Source: an optimization exercise on an open RTL-to-GDS flow (aim: small area, a short achievable clock period and few clock cycles per item). Production flows keep margins and buffers that such runs may drop. Only simulation tests tie the RTL to the original design; equivalence was not proved. No activity file was given, so power comes from the tool's default toggle rates.

==> trial 28: inputs <==
==> flow/design.v (excerpt) <==
module pe_core (
    input  wire         clk,
    input  wire         rst,         
    input  wire         start,       
    input  wire [7:0]   len,         
    output wire         busy,
    output wire         done,
    output wire [127:0] out_chars,   
    output wire         in_req,      
    output wire [7:0]   in_idx,      
    input  wire [7:0]   in_data,
    input  wire         in_ack
);
Settings: LEC_CHECK=0, CAP_MARGIN=40, CORE_MARGIN=2, CORE_UTILIZATION=20, PLACE_DENSITY=0.4, SLEW_MARGIN=40; clock period 10.0 ns.
run.sh (not shown) runs the stock make flow with config.mk's settings and CLKGATE_MAP_FILE= SYNTH_SCRIPT=/design/flow/synth_recipe.tcl, a recipe that flattens the netlist after the stock synthesis.
==> trial 22 (differences from trial 28) <==
--- a/flow/design.v
+++ b/flow/design.v
@@ -378,25 +378,24 @@
             else
                 map_char = {4'h0, b[7:4]} + 8'h61;
         end
     endfunction
     function is_letter;
         input [7:0] b;
         is_letter = b[6] && (b[4:0] != 5'd0) && (b[4:0] <= 5'd26);
     endfunction
-    wire [127:0] y_nx = clr_q ? C : (y ^ f);
+    always @(posedge clk)
+        y <= clr_q ? C : (y ^ f);
+    wire [127:0] y_last = clr_q ? C : (y ^ F[0]);
     reg  [15:0]  let_q;      
-    always @(posedge clk) begin
-        y <= y_nx;
-    end
     generate
         for (g = 0; g < 16; g = g + 1) begin : g_out
             always @(posedge clk)
-                let_q[g] <= is_letter(y_nx[8*g +: 8]);
+                let_q[g] <= is_letter(y_last[8*g +: 8]);
             assign out_chars[8*g+7]          = 1'b0;
             assign out_chars[8*g+6]          = 1'b1;
             assign out_chars[8*g+5]          = ~let_q[g] | y[8*g+5];
             assign out_chars[8*g+4 : 8*g]    = let_q[g] ? y[8*g+4 : 8*g]
                                                         : ({1'b0, y[8*g+7 : 8*g+4]} + 5'd1);
         end
     endgenerate
     assign busy   = busy_q;
==> flow/flow/run.sh (new file) <==
#!/bin/bash
# Own flow: the standard layout (standard synthesis, floorplan, placement,
# CTS, routing) with one change: the buffers that port buffering puts on every
# input and output port are buf_2 cells rather than the default choice (a
# slow clkdlybuf4s50_1 delay cell).
set -euo pipefail
bash standard.sh "BUFFER_PORTS_ARGS=-buffer_cell sky130_fd_sc_hd__buf_2" finish > standard_flow.log 2>&1
==> flow/standard.sh (new file) <==
#!/bin/bash
# synth_recipe.tcl (not shown) runs the flow's synth.tcl, then flattens the netlist and writes it again
# the make line also repeats each setting of config.mk as NAME=value (left out here)
make -C /OpenROAD-flow-scripts/flow DESIGN_CONFIG=/design/flow/config.mk WORK_HOME=/design/flow/orfs CLKGATE_MAP_FILE= SYNTH_SCRIPT=/design/flow/synth_recipe.tcl "${@:-finish}"
removed: flow/run.sh
==> trial 40 (differences from trial 28) <==
==> flow/flow/run.sh (new file) <==
#!/bin/bash
# Own flow: the standard layout (standard synthesis, floorplan, placement,
# CTS, routing) with one change: the buffers that port buffering puts on every
# input and output port are buf_2 cells rather than the default choice (a
# slow clkdlybuf4s50_1 delay cell).
set -euo pipefail
bash standard.sh "BUFFER_PORTS_ARGS=-buffer_cell sky130_fd_sc_hd__buf_2" finish > standard_flow.log 2>&1
==> flow/standard.sh (new file) <==
#!/bin/bash
# synth_recipe.tcl (not shown) runs the flow's synth.tcl, then flattens the netlist and writes it again
# the make line also repeats each setting of config.mk as NAME=value (left out here)
make -C /OpenROAD-flow-scripts/flow DESIGN_CONFIG=/design/flow/config.mk WORK_HOME=/design/flow/orfs CLKGATE_MAP_FILE= SYNTH_SCRIPT=/design/flow/synth_recipe.tcl "${@:-finish}"
removed: flow/run.sh
==> run summary <==
- In synthesized area, trial 40 and trial 28 do not differ.
- Between trial 40 and trial 28, the lower global-route usage is in trial 40 (gap 0.35 points).
- Of trial 28 and trial 22, trial 22 has the higher via count (gap about 7.5%, measured against trial 22).
- Of trial 28 and trial 40, trial 40 has the higher maximum frequency (gap 2.2%, measured against trial 40).
- Core utilization: trial 28 is higher than trial 40 (0.59 points).
- Critical path depth: trial 28 > trial 40 > trial 22.
- In sequential power, trial 28 and trial 40 hardly differ.
==> figures <==
                                                                         trial 40                 trial 22                 trial 28
DR WL met2                                                              81,000 um                91,500 um                81,800 um
Share of the final layout cell area in multi-input gates                    65.4%                    67.5%                    64.5%
Startpoint of the lowest-slack register-to-register path                    sa[1]                    ph[3]                    ph[2]
Outcome                                                   complete, no violations  complete, no violations  complete, no violations
Critical Path Stages                                                            9                        8                       10
Clkbuf count                                                                   28                       36                       33
Largest net degree at the start of global routing                             118                      117                      125
Measured slew at the worst slew-check pin                                0.995 ns                  1.08 ns                  1.10 ns
Number of multi-input combinational cells                                   2,619                    2,891                    2,619
Areal power density over the cells                                    193 nW/um^2              195 nW/um^2              196 nW/um^2
Worst slew margin relative to its limit                                     32.9%                    27.2%                    26.2%
Critical register-to-register path endpoint                             let_q[11]                   y[114]                 let_q[0]
Vias in the first global route                                             29,842                   31,488                   29,640
Final Hold Slack                                                         0.497 ns                 0.465 ns                 0.499 ns
Antenna diodes                                                                 28                       25                       16
Testbench counts of trial 28, summed over its fixed seeds: cycles 4,210, items 192.
Testbench counts of trial 22, summed over its fixed seeds: cycles 4,210, items 192.
Testbench counts of trial 40, summed over its fixed seeds: cycles 4,210, items 192.

-- afterwards: timing with drivers on the ports --
No port has a modelled driver above. Below, the same layouts with a new extraction and two added sets of constraints. Step 1: set_driving_cell puts a clkbuf_16 on clk and a buf_2 on each other input, an assumption about the parent block. Step 2, shift: input delay + t, output delay - t, t = (earliest + latest rising clock arrival at the registers) / 2. This alone moves slack from input paths to output paths. Slacks: no drivers / after step 1 / after step 2; pairs: no drivers / after step 1.
run | shift t [ns] | setup WS [ns] | worst setup path at the end
trial 28 | 0.653 | 5.588 / 5.588 / 5.588 | register to register
trial 22 | 0.719 | 5.645 / 5.645 / 5.645 | register to register
trial 40 | 0.673 | 5.687 / 5.687 / 5.687 | register to register
After both steps every run listed still meets setup and hold.
